This design comes from an exercise in tuning for small area, a short achievable clock period and few clock cycles on the open sky130 flow, not from production work.
The RTL was checked by simulation tests, not by an equivalence proof against the original design.
Power is estimated from default activity; no workload was simulated.

==> run H: inputs <==
==> flow/design.v (excerpt) <==
module idcodec_core (
    input             clk,
    input             rst,
    input             in_valid,
    output            in_ready,
    input      [2:0]  in_op,
    input      [63:0] in_data,
    output            dig_valid,
    output     [7:0]  dig_data,
    output            resp_valid,
    output     [63:0] resp_value,
    output            resp_ovf,
    output     [6:0]  resp_len
);
clock: 12.0 ns
lec_check: 0
cap_margin: 30
core_margin: 2
core_utilization: 25
slew_margin: 30
run.sh (not shown) runs the stock make flow with config.mk's settings and CLKGATE_MAP_FILE= SYNTH_SCRIPT=/design/flow/synth_recipe.tcl, a recipe that flattens the netlist after the stock synthesis.
==> run Z (differences from run H) <==
--- a/flow/design.v
+++ b/flow/design.v
@@ -86,16 +86,26 @@
     reg  [5:0] wofs_p;        
     reg  [7:0] dl [0:2];      
     reg  [5:0] rd0, rd1, rd2;
     reg        sq_pre;
     reg  [1:0] sq_pc;         
     reg  [6:0] sq_j, sq_r;
     reg  [12:0] sq_left;      
     reg  [7:0] slk;           
+    reg        dr_v;
+    reg  [1:0] dr_cnt;
+    reg        dr_fwd, dr_full, dr_half;
+    reg  [1:0] dr_claim;
+    reg  [6:0] dr_n;
+    reg  [5:0] dr_F, dr_off;
+    reg        dr_pf;
+    reg  [23:0] dr_dl;        
+    reg        b_fwd, c_fwd, d_fwd;
+    reg  [5:0] b_w1;
     reg  [1:0] b_g;
     reg  [5:0] b_w;
     reg  [7:0] b_x0, b_x1, b_xl;
     reg  [39:0] xa0, xa1;
     localparam [39:0] XAM = 40'hf83e0f83e0;
     reg        b_p0, b_p1, b_f0, b_f1, b_l0, b_l1, b_n0, b_n1;
     reg  [1:0] b_d0, b_d1;
     reg  [1:0] c_g;
@@ -106,33 +116,37 @@
     reg        c_p0, c_p1, c_f0, c_f1, c_n0, c_n1;
     reg  [1:0] c_d0, c_d1;
     reg  [7:0] carry;
     reg        d_we0, d_we1;
     reg  [5:0] d_w0, d_w1;
     reg        d_sel0, d_sel1, d_p0, d_p1, d_u0, d_u1;
     reg  [1:0] d_d0, d_d1;
     reg  [7:0] d_dl0, d_dl1, d_v0, d_v1, d_s0, d_s1, d_i0, d_i1;
-    wire [7:0] d_o0  = d_p0 ? d_v0 : fwd ? d_s0 : d_i0;
-    wire [7:0] d_o1  = d_p1 ? d_v1 : fwd ? d_s1 : d_i1;
+    wire [7:0] d_o0  = d_p0 ? d_v0 : d_fwd ? d_s0 : d_i0;
+    wire [7:0] d_o1  = d_p1 ? d_v1 : d_fwd ? d_s1 : d_i1;
     wire [7:0] d_wd0 = d_sel0 ? d_dl0 : d_o0;
     wire [7:0] d_wd1 = d_sel1 ? d_dl1 : d_o1;
     reg         o_busy;
     reg         o_fwd;
     reg         o_full;
     reg         o_half;
     reg  [1:0]  o_claim;
     reg  [6:0]  o_n;
     reg  [5:0]  o_nm1;
     reg  [5:0]  o_base;
     wire [5:0]  o_last;
     reg  [5:0]  o_addr;
     assign o_last = ewrap(o_base + o_nm1, o_full, o_half);
     reg  [5:0]  o_off;
     reg  [6:0]  o_cnt;        
+    reg         o_pf;
+    reg  [23:0] o_dl;
+    wire [5:0]  o_dj  = o_off - o_nm1 + 6'd2;
+    wire        o_inq = !o_pf || (o_off < o_nm1 - 6'd2);
     reg  [3:0] pp_row [0:3];
     reg  [7:0] pp_out [0:3];
     always @(*) begin
         for (i = 0; i < 4; i = i + 1) begin
             if (eng_run && e_nz && (efull || i[1] == ehalf))
                 pp_row[i] = ({rd0[5], rd0[0]} == i[1:0]) ? rd0[4:1] : rd1[4:1];
             else
                 pp_row[i] = o_addr[4:1];
@@ -152,30 +166,30 @@
     wire v0 = sq_pre ? (sq_pc != 2'd0) : (sq_left != 13'd0);
     wire v1 = sq_pre ? (sq_pc == 2'd2) : (sq_left[12:1] != 12'd0);
     wire pass0 = sq_pre | (sq_j > nm1);
     wire pass1 = sq_pre | (j1 > nm1);
     wire first0 = ~sq_pre & (sq_j == 7'd0);
     wire first1 = ~sq_pre & jw;
     wire last0 = ~sq_pre & (sq_j == nm1);
     wire last1 = ~sq_pre & (j1 == nm1);
-    wire fl0 = pf & ~sq_pre & (sq_r == en_n);
-    wire fl1 = pf & ~sq_pre & (r1 == en_n);
+    wire fl0 = 1'b0;
+    wire fl1 = 1'b0;
     wire [1:0] dix0 = (pf && !sq_pre && sq_j < 7'd3) ? sq_j[1:0] : 2'd3;
     wire [1:0] dix1 = (pf && !sq_pre && j1 < 7'd3) ? j1[1:0] : 2'd3;
     wire nw0 = pf & ~sq_pre & (sq_r == 7'd0) & (sq_j < 7'd3);
     wire nw1 = pf & ~sq_pre & (r1 == 7'd0) & (j1 < 7'd3);
     wire la0 = ~fwd & ~pass0 & ~last0 & ~fl0;
     wire la1 = ~fwd & ~pass1 & ~last1 & ~fl1;
     wire ok2 = eng_run & v1 & ({6'd0, 1'b1, ~fwd} <= slk);
     wire ok1 = eng_run & v0 & ({7'd0, la0} < slk);
     wire [1:0] g = ok2 ? 2'd2 : ok1 ? 2'd1 : 2'd0;
     wire sq_end = ~sq_pre & (sq_left == 13'd0);
-    wire       cw0_en = eng_run && d_we0;
-    wire       cw1_en = eng_run && d_we1;
+    wire       cw0_en = d_we0;
+    wire       cw1_en = d_we1;
     wire [7:0] x0 = (cw1_en && d_w1 == rd0) ? d_wd1 : (cw0_en && d_w0 == rd0) ? d_wd0 : mx0;
     wire [7:0] x1 = (cw1_en && d_w1 == rd1) ? d_wd1 : (cw0_en && d_w0 == rd1) ? d_wd0 : mx1;
     wire [7:0] xl = (cw1_en && d_w1 == rd2) ? d_wd1 : (cw0_en && d_w0 == rd2) ? d_wd0 : mxl;
     wire [5:0] rd3 = ewrap(rd0 + 6'd3, efull, ehalf);
     wire [5:0] rd4 = ewrap(rd0 + 6'd4, efull, ehalf);
     reg  [7:0] gv0 [0:7];
     reg  [7:0] gv1 [0:7];
     always @(*) begin
@@ -187,20 +201,20 @@
     wire [7:0] pl0 = gv0[b_x0[7:5]];
     wire [7:0] pl1 = gv1[b_x1[7:5]];
     wire [7:0] sb0 = b_l0 ? 8'd0 : b_x1;
     wire [7:0] sb1 = b_l1 ? 8'd0 : b_xl;
     wire [8:0] df0 = {1'b0, b_x0} - {1'b0, sb0};
     wire [8:0] df1 = {1'b0, b_x1} - {1'b0, sb1};
     wire [8:0] dm0 = df0[8] ? df0 + base : df0;
     wire [8:0] dm1 = df1[8] ? df1 + base : df1;
-    wire [7:0] v0_n = b_p0 ? b_x0 : fwd ? pl0 : dm0[7:0];
+    wire [7:0] v0_n = b_p0 ? b_x0 : b_fwd ? pl0 : dm0[7:0];
     wire [7:0] k0_n = b_p0 ? b_x0 : dm0[7:0];    
     wire [7:0] k1_n = b_p1 ? b_x1 : dm1[7:0];
-    wire [7:0] v1_n = b_p1 ? b_x1 : fwd ? pl1 : dm1[7:0];
+    wire [7:0] v1_n = b_p1 ? b_x1 : b_fwd ? pl1 : dm1[7:0];
     wire [7:0]  cin0 = c_f0 ? 8'd0 : carry;
     wire [10:0] t0a  = {3'd0, cin0} + {3'd0, c_v0};
     wire [10:0] t0b  = {3'd0, cin0} + {3'd0, c_v0} + nbase1;
     wire [7:0]  sum0 = t0b[10] ? t0a[7:0] : t0b[7:0];
     wire [10:0] t1a  = {3'd0, cin0} + {3'd0, c_v0} + {3'd0, c_v1};
     wire [10:0] t1b  = {3'd0, cin0} + {3'd0, c_v0} + {3'd0, c_v1} + nbase1;
     wire [10:0] t1c  = {3'd0, cin0} + {3'd0, c_v0} + {3'd0, c_v1} + nbase2;
     wire [7:0]  sum1 = c_f1 ? c_v1 : (~t1c[10] ? t1c[7:0] : ~t1b[10] ? t1b[7:0] : t1a[7:0]);
@@ -349,24 +363,26 @@
     wire [24:0] asum    = {4'd0, prl} + {prh, 5'd0} + {16'd0, cr};
     wire        fin_add = mv && plast;
     reg         dn_v;
     reg         dn_fwd, dn_full, dn_half;
     reg  [1:0]  dn_claim;
     reg  [6:0]  dn_n;
     reg  [5:0]  dn_F;
     reg  [5:0]  dn_off;
-    wire eng_done  = eng_run && sq_end && (b_g == 2'd0) && (c_g == 2'd0) && !d_we0 && !d_we1 && !dn_v;
+    reg         dn_pf;
+    reg  [23:0] dn_dl;
+    wire eng_done  = dr_v && (dr_cnt == 2'd0) && !dn_v;
     wire eng_start = (ld_st == LD_DONE) && !eng_run;
-    wire [5:0] eng_F = pf ? ewrap(rd0 - 6'd3, efull, ehalf) : rd0;
+    wire [5:0] eng_F = rd0;
     wire [5:0] eng_off = pf ? en_n[5:0] - 6'd2 : (en_n == 7'd1) ? 6'd0 : 6'd1;
     wire o_fin     = o_busy && (o_fwd ? (o_cnt == 7'd1) :
                                 (!o_first && o_cnt == 7'd0 && (d_fast || (fin_add && !dvalid))));
     wire o_take_dn = dn_v && (!o_busy || (o_fin && dn_n != 7'd0));
-    wire o_take_en = eng_done && !dn_v && (!o_busy || (o_fin && en_n != 7'd0));
+    wire o_take_en = eng_done && !dn_v && (!o_busy || (o_fin && dr_n != 7'd0));
     wire [1:0] s_mod = (cnt <= 7'd1 || cnt == 7'd3) ? 2'd0 : (cnt == 7'd2) ? 2'd1 : 2'd3;
     wire [1:0] pre_n = ld_fwd ? ((cnt >= 7'd3) ? 2'd2 : 2'd0) : ((cnt >= 7'd2) ? 2'd1 : 2'd0);
     wire       pf_n  = (cnt >= 7'd9);
     wire [8:0] n3m3  = {1'b0, cnt, 1'b0} + {2'b0, cnt} - 9'd3;
     reg [3:0] wq_en;
     reg [3:0] wq_row [0:3];
     reg [7:0] wq_dat [0:3];
     always @(*) begin
@@ -383,16 +399,64 @@
                 wq_row[i] = d_w1[4:1];
                 wq_dat[i] = d_wd1;
             end else if (ld_we && {lp[5], lp[0]} == i[1:0]) begin
                 wq_en[i]  = 1'b1;
             end
         end
     end
     always @(posedge clk) begin
+            b_fwd <= fwd;
+            b_w   <= ewrap(rd0 + (sq_pre ? wofs_p : wofs), efull, ehalf);
+            b_w1  <= ewrap(rd0 + (sq_pre ? wofs_p : wofs) + 6'd1, efull, ehalf);
+            b_x0 <= x0;
+            b_x1 <= x1;
+            b_xl <= xl;
+            b_p0 <= pass0;
+            b_p1 <= pass1;
+            b_f0 <= first0;
+            b_f1 <= first1;
+            b_l0 <= last0;
+            b_l1 <= last1;
+            b_d0 <= dix0;
+            b_d1 <= dix1;
+            b_n0 <= nw0;
+            b_n1 <= nw1;
+            c_w  <= b_w;
+            c_w1 <= b_w1;
+            c_fwd <= b_fwd;
+            c_v0 <= v0_n;
+            c_v1 <= v1_n;
+            c_p0 <= b_p0;
+            c_p1 <= b_p1;
+            c_f0 <= b_f0;
+            c_f1 <= b_f1;
+            c_d0 <= b_d0;
+            c_d1 <= b_d1;
+            c_n0 <= b_n0;
+            c_n1 <= b_n1;
+            d_w0  <= c_w;
+            d_w1  <= c_w1;
+            d_fwd <= c_fwd;
+            d_sel0 <= (c_d0 != 2'd3);
+            d_sel1 <= (c_d1 != 2'd3);
+            d_dl0  <= dl[c_d0];
+            d_dl1  <= dl[c_d1];
+            d_d0   <= c_d0;
+            d_d1   <= c_d1;
+            d_p0   <= c_p0;
+            d_p1   <= c_p1;
+            d_v0   <= c_v0;
+            d_v1   <= c_v1;
+            d_s0   <= sum0;
+            d_s1   <= sum1;
+            d_i0   <= iv0;
+            d_i1   <= iv1;
+    end
+    always @(posedge clk) begin
         if (rst || eng_start) begin
             cnt_z  <= 1'b1;
             cnt_32 <= 1'b0;
             cnt_lm <= 1'b1;
         end else if (ld_we) begin
             cnt_z  <= 1'b0;
             cnt_32 <= (cnt == 7'd31);
             cnt_lm <= (cnt + 7'd1 < minlen);
@@ -418,22 +482,22 @@
             ck1[7:0] <= k1_n;
         end
     end
     always @(posedge clk) begin
         for (i = 0; i < 64; i = i + 1)
             if (wq_en[i / 16] && wq_row[i / 16] == i[3:0])
                 qm[8*i +: 8] <= wq_dat[i / 16];
     end
-    wire       os_fwd  = o_take_dn ? dn_fwd  : fwd;
-    wire       os_full = o_take_dn ? dn_full : efull;
-    wire       os_half = o_take_dn ? dn_half : ehalf;
-    wire [6:0] os_n    = o_take_dn ? dn_n    : en_n;
-    wire [5:0] os_F    = o_take_dn ? dn_F    : eng_F;
-    wire [5:0] os_off  = o_take_dn ? dn_off  : eng_off;
+    wire       os_fwd  = o_take_dn ? dn_fwd  : dr_fwd;
+    wire       os_full = o_take_dn ? dn_full : dr_full;
+    wire       os_half = o_take_dn ? dn_half : dr_half;
+    wire [6:0] os_n    = o_take_dn ? dn_n    : dr_n;
+    wire [5:0] os_F    = o_take_dn ? dn_F    : dr_F;
+    wire [5:0] os_off  = o_take_dn ? dn_off  : dr_off;
     always @(posedge clk) begin
         if (rst) begin
             ld_st  <= LD_IDLE;
             cnt    <= 7'd0;
             sq_n   <= 13'd0;
             dv     <= 1'b0;
             pd_v   <= 1'b0;
             lh     <= 1'b0;
@@ -572,78 +636,43 @@
             if (ld_we && cnt_32) hfree[~lh] <= 1'b0;
             if (o_fin) begin
                 if (o_claim[0]) hfree[0] <= 1'b1;
                 if (o_claim[1]) hfree[1] <= 1'b1;
             end
         end
         if (rst) begin
             eng_run <= 1'b0;
-            b_g     <= 2'd0;
-            d_we0   <= 1'b0;
-            d_we1   <= 1'b0;
-            c_g     <= 2'd0;
+            dr_v    <= 1'b0;
         end else if (eng_start) begin
             eng_run <= 1'b1;
             fwd     <= ld_fwd;
             efull   <= (cnt > 7'd32);
             e_nz    <= (cnt != 7'd0);
             ehalf   <= lh;
             eclaim  <= lclaim;
             en_n    <= cnt;
             nm1     <= cnt - 7'd1;
             pf      <= pf_n;
             lm1     <= cnt - 7'd1 + (pf_n ? 7'd0 : {5'd0, s_mod});
             lm2     <= cnt - 7'd2 + (pf_n ? 7'd0 : {5'd0, s_mod});
-            sq_left <= sq_n + (pf_n ? 13'd3 : (s_mod == 2'd3) ? {4'd0, n3m3} : (s_mod == 2'd1) ? {6'd0, cnt} - 13'd1 : 13'd0);
+            sq_left <= sq_n + (pf_n ? 13'd0 : (s_mod == 2'd3) ? {4'd0, n3m3} : (s_mod == 2'd1) ? {6'd0, cnt} - 13'd1 : 13'd0);
             slk     <= pf_n ? {1'b0, cnt} - 8'd3 : {1'b0, cnt};
             hdist   <= pf_n ? {1'b0, cnt} - 8'd3 : {1'b0, cnt};
             wofs    <= pf_n ? cnt[5:0] - 6'd3 : cnt[5:0];
             wofs_p  <= cnt[5:0];
             rd0     <= ewrap(lp + 6'd1, cnt > 7'd32, lh);
             rd1     <= ewrap(lp + 6'd2, cnt > 7'd32, lh);
             rd2     <= ewrap(lp + 6'd3, cnt > 7'd32, lh);
-            b_g     <= 2'd0;
-            d_we0   <= 1'b0;
-            d_we1   <= 1'b0;
-            c_g     <= 2'd0;
-            carry   <= 8'd0;
             sq_pre  <= (pre_n != 2'd0);
             sq_pc   <= pre_n;
             sq_j    <= 7'd0;
             sq_r    <= 7'd0;
         end else if (eng_run) begin
-            b_g  <= g;
-            b_w  <= ewrap(rd0 + (sq_pre ? wofs_p : wofs), efull, ehalf);
             slk  <= hdist - {6'd0, g} - {6'd0, b_g};
-            b_x0 <= x0;
-            b_x1 <= x1;
-            if (fwd) begin
-                xa0[34:30] <= x0[4:0];
-                xa1[34:30] <= x1[4:0];
-                xa0[39:35] <= ~x0[4:0];
-                xa1[39:35] <= ~x1[4:0];
-            end
-            xa0[29:25] <= ~x0[4:0];
-            xa1[29:25] <= ~x1[4:0];
-            if (g != 2'd0) begin
-                xa0[24:20] <= x0[4:0];
-                xa1[24:20] <= x1[4:0];
-            end
-            b_xl <= xl;
-            b_p0 <= pass0;
-            b_p1 <= pass1;
-            b_f0 <= first0;
-            b_f1 <= first1;
-            b_l0 <= last0;
-            b_l1 <= last1;
-            b_d0 <= dix0;
-            b_d1 <= dix1;
-            b_n0 <= nw0;
-            b_n1 <= nw1;
             case (g)
                 2'd2: begin
                     rd0 <= rd2;
                     rd1 <= rd3;
                     rd2 <= rd4;
                 end
                 2'd1: begin
                     rd0 <= rd1;
@@ -661,95 +690,107 @@
                     sq_r    <= r2;
                     sq_left <= sq_left - 13'd2;
                 end else if (g == 2'd1) begin
                     sq_j    <= j1;
                     sq_r    <= r1;
                     sq_left <= sq_left - 13'd1;
                 end
             end
+            if (sq_end && !dr_v) begin
+                eng_run  <= 1'b0;
+                dr_v     <= 1'b1;
+                dr_cnt   <= 2'd2;
+                dr_fwd   <= fwd;
+                dr_full  <= efull;
+                dr_half  <= ehalf;
+                dr_claim <= eclaim;
+                dr_n     <= en_n;
+                dr_F     <= eng_F;
+                dr_off   <= eng_off;
+                dr_pf    <= pf;
+                dr_dl    <= {dl[2], dl[1], dl[0]};
+            end
+        end
+        if (!rst && dr_v) begin
+            if (dr_cnt != 2'd0) dr_cnt <= dr_cnt - 2'd1;
+            else if (eng_done)  dr_v   <= 1'b0;
+        end
+        if (rst) begin
+            b_g     <= 2'd0;
+            c_g     <= 2'd0;
+            d_we0   <= 1'b0;
+            d_we1   <= 1'b0;
+            d_u0    <= 1'b0;
+            d_u1    <= 1'b0;
+        end else begin
+            b_g   <= g;
+            if (fwd) begin
+                xa0[34:30] <= x0[4:0];
+                xa1[34:30] <= x1[4:0];
+                xa0[39:35] <= ~x0[4:0];
+                xa1[39:35] <= ~x1[4:0];
+            end
+            xa0[29:25] <= ~x0[4:0];
+            xa1[29:25] <= ~x1[4:0];
+            if (g != 2'd0) begin
+                xa0[24:20] <= x0[4:0];
+                xa1[24:20] <= x1[4:0];
+            end
             c_g  <= b_g;
-            c_w  <= b_w;
-            c_w1 <= ewrap(b_w + 6'd1, efull, ehalf);
-            c_v0 <= v0_n;
-            c_v1 <= v1_n;
             ck0[15:8] <= ~k0_n;
             ck1[15:8] <= ~k1_n;
-            if (!fwd) begin
+            if (!b_fwd) begin
                 ck0[23:16] <= k0_n;
                 ck1[23:16] <= k1_n;
                 ck0[31:24] <= ~k0_n;
                 ck1[31:24] <= ~k1_n;
             end
             if (b_g != 2'd0) begin
                 ck0[39:32] <= k0_n;
                 ck1[39:32] <= k1_n;
                 ck0[47:40] <= ~k0_n;
                 ck1[47:40] <= ~k1_n;
             end
-            c_p0 <= b_p0;
-            c_p1 <= b_p1;
-            c_f0 <= b_f0;
-            c_f1 <= b_f1;
-            c_d0 <= b_d0;
-            c_d1 <= b_d1;
-            c_n0 <= b_n0;
-            c_n1 <= b_n1;
             if (c_g == 2'd2)      carry <= sum1;
             else if (c_g == 2'd1) carry <= sum0;
             d_we0 <= (c_g != 2'd0) && !c_n0;
             d_we1 <= (c_g == 2'd2) && !c_n1;
-            d_w0  <= c_w;
-            d_w1  <= c_w1;
-            d_sel0 <= (c_d0 != 2'd3);
-            d_sel1 <= (c_d1 != 2'd3);
-            d_dl0  <= dl[c_d0];
-            d_dl1  <= dl[c_d1];
-            d_d0   <= c_d0;
-            d_d1   <= c_d1;
             d_u0   <= (c_g != 2'd0);
             d_u1   <= (c_g == 2'd2);
-            d_p0   <= c_p0;
-            d_p1   <= c_p1;
-            d_v0   <= c_v0;
-            d_v1   <= c_v1;
-            d_s0   <= sum0;
-            d_s1   <= sum1;
-            d_i0   <= iv0;
-            d_i1   <= iv1;
             if (d_u0 && d_d0 != 2'd3) dl[d_d0] <= d_o0;
             if (d_u1 && d_d1 != 2'd3) dl[d_d1] <= d_o1;
-            if (eng_done)
-                eng_run <= 1'b0;
         end
         if (rst) begin
             dn_v <= 1'b0;
         end else begin
             if (o_take_dn)
                 dn_v <= 1'b0;
             if (eng_done && !o_take_en) begin
                 dn_v     <= 1'b1;
-                dn_fwd   <= fwd;
-                dn_full  <= efull;
-                dn_half  <= ehalf;
-                dn_claim <= eclaim;
-                dn_n     <= en_n;
-                dn_F     <= eng_F;
-                dn_off   <= eng_off;
+                dn_fwd   <= dr_fwd;
+                dn_full  <= dr_full;
+                dn_half  <= dr_half;
+                dn_claim <= dr_claim;
+                dn_n     <= dr_n;
+                dn_F     <= dr_F;
+                dn_off   <= dr_off;
+                dn_pf    <= dr_pf;
+                dn_dl    <= dr_dl;
             end
         end
         dig_v_r  <= 1'b0;
         resp_v_r <= 1'b0;
         if (rst) begin
             o_busy <= 1'b0;
         end else begin
             if (o_busy) begin
                 if (o_fwd) begin
                     dig_v_r <= 1'b1;
-                    dig_d_r <= ro;
+                    dig_d_r <= o_inq ? ro : o_dl[8*o_dj[1:0] +: 8];
                     o_cnt   <= o_cnt - 7'd1;
                     if (o_off == o_nm1) begin
                         o_off  <= 6'd0;
                         o_addr <= o_base;
                     end else begin
                         o_off  <= o_off + 6'd1;
                         o_addr <= ewrap(o_addr + 6'd1, o_full, o_half);
                     end
@@ -806,17 +847,17 @@
                             end
                         end
                         if (d_fast) begin
                             acc[15:0] <= {8'd0, dcur};
                             ac        <= (dcur != 8'd0) ? 3'd1 : 3'd0;
                             dvalid    <= 1'b0;
                         end
                         if (o_cnt != 7'd0 && (!dvalid || d_fast || d_start)) begin
-                            dcur   <= ro;
+                            dcur   <= o_inq ? ro : o_dl[8*o_dj[1:0] +: 8];
                             dvalid <= 1'b1;
                             o_cnt  <= o_cnt - 7'd1;
                             if (o_off == 6'd0) begin
                                 o_off  <= o_nm1;
                                 o_addr <= o_last;
                             end else begin
                                 o_off  <= o_off - 6'd1;
                                 o_addr <= ewrap(o_addr - 6'd1, o_full, o_half);
@@ -830,22 +871,24 @@
                     resp_len_r <= o_n;
                 end
             end
             if (o_take_dn || o_take_en) begin
                 o_busy  <= 1'b1;
                 o_fwd   <= os_fwd;
                 o_full  <= os_full;
                 o_half  <= os_half;
-                o_claim <= o_take_dn ? dn_claim : eclaim;
+                o_claim <= o_take_dn ? dn_claim : dr_claim;
                 o_n     <= os_n;
                 o_nm1   <= os_n[5:0] - 6'd1;
                 o_cnt   <= os_n;
                 o_base  <= os_F;
                 o_off   <= os_off;
+                o_pf    <= o_take_dn ? dn_pf : dr_pf;
+                o_dl    <= o_take_dn ? dn_dl : dr_dl;
                 o_addr  <= ewrap(os_F + os_off, os_full, os_half);
                 o_first <= 1'b1;
                 if (os_n == 7'd0) begin
                     o_busy     <= 1'b0;
                     resp_v_r   <= 1'b1;
                     resp_len_r <= 7'd0;
                     acc        <= 64'd0;
                     ovf        <= 1'b0;
==> flow/flow/run.sh (new file) <==
#!/bin/bash
MARGIN=7.5
echo "export SETUP_SLACK_MARGIN = $MARGIN" >> config.mk
export SETUP_SLACK_MARGIN=$MARGIN
bash standard.sh > standard.log 2>&1
status=$?
echo "standard.sh exit $status" >> standard.log
exit $status
==> flow/standard.sh (new file) <==
#!/bin/bash
# synth_recipe.tcl (not shown) runs the flow's synth.tcl, then flattens the netlist and writes it again
# the make line also repeats each setting of config.mk as NAME=value (left out here)
make -C /OpenROAD-flow-scripts/flow DESIGN_CONFIG=/design/flow/config.mk WORK_HOME=/design/flow/orfs CLKGATE_MAP_FILE= SYNTH_SCRIPT=/design/flow/synth_recipe.tcl "${@:-finish}"
SETUP_SLACK_MARGIN = 7.5   (was default)
removed: flow/run.sh
==> comparison table <==
item	run H	run Z
Run status	timing/DRC/antenna clean	timing/DRC/antenna clean
WP data arrival	6.92 ns	5.67 ns
Worst setup slack after placement	5.87 ns	6.11 ns
Pin count of the biggest net entering global routing	131	133
Standard cell area after detailed placement	267000 um2	269000 um2
Number of antenna cells inserted	95	99
Post-route cell area	281000 um2	287000 um2
Pint	22.3 mW	23.9 mW
Routed wire length on met3	130000 um	136000 um
Fraction of the yosys area taken by sequential cells	0.435	0.437
Part of the power in the clock network	0.447	0.400
Library cell contributing the largest single delay on the critical path	sky130_fd_sc_hd__a2111oi_0	sky130_fd_sc_hd__fa_2
Total area of multi-input combinational cells	134000 um2	136000 um2
Combinational power share	0.070	0.149
Average cell area after synthesis	12.4 um2	12.4 um2
Total standard cell area after synthesis	247000 um2	250000 um2
Power dissipated in combinational cells	2.08 mW	4.96 mW
Worst hold path endpoint	tn3[1]$_DFFE_PP_	d_w0[1]$_DFF_P_
Sink count of the clock tree	3668	3777
Instance count on the critical path	21	24
RSZ-0062 raised after global routing	false	true
Switch Pwr	7.42 mW	9.40 mW
Inverter count	543	539
WL/cell	32.2 um	31.2 um
Testbench counts of run H, summed over its fixed seeds: cycles 67,602.
Testbench counts of run Z, summed over its fixed seeds: cycles 65,250.

what the ideal ports hide:
How much do the figures lean on ideal ports? The routed layouts below were timed once more, with nothing changed but the port constraints.
Step 1 (the two cells are an assumption about what drives the block):
set clk [get_ports {clk}]
set_driving_cell -lib_cell sky130_fd_sc_hd__clkbuf_16 $clk
set_driving_cell -lib_cell sky130_fd_sc_hd__buf_2 [delete_from_list [all_inputs] $clk]
Step 2 moves the port delays by t, midway between the first and last clock arrival at a register: inputs arrive t later, outputs are due t later. That takes back most of the time a late clock gives input paths.
Three values: ideal ports, drivers, drivers and shift; two values: the first two.
run | shift t [ns] | setup WS [ns] | cell pins on the clock port's net
run H | 1.150 | 5.815 / 5.815 / 5.815 | 1
run Z | 1.151 | 7.027 / 7.027 / 6.622 | 1
After both steps every run listed still meets setup and hold. For run Z, which loses most, drivers alone change the setup slack by 0.000 ns; drivers and shift together by -0.405 ns.
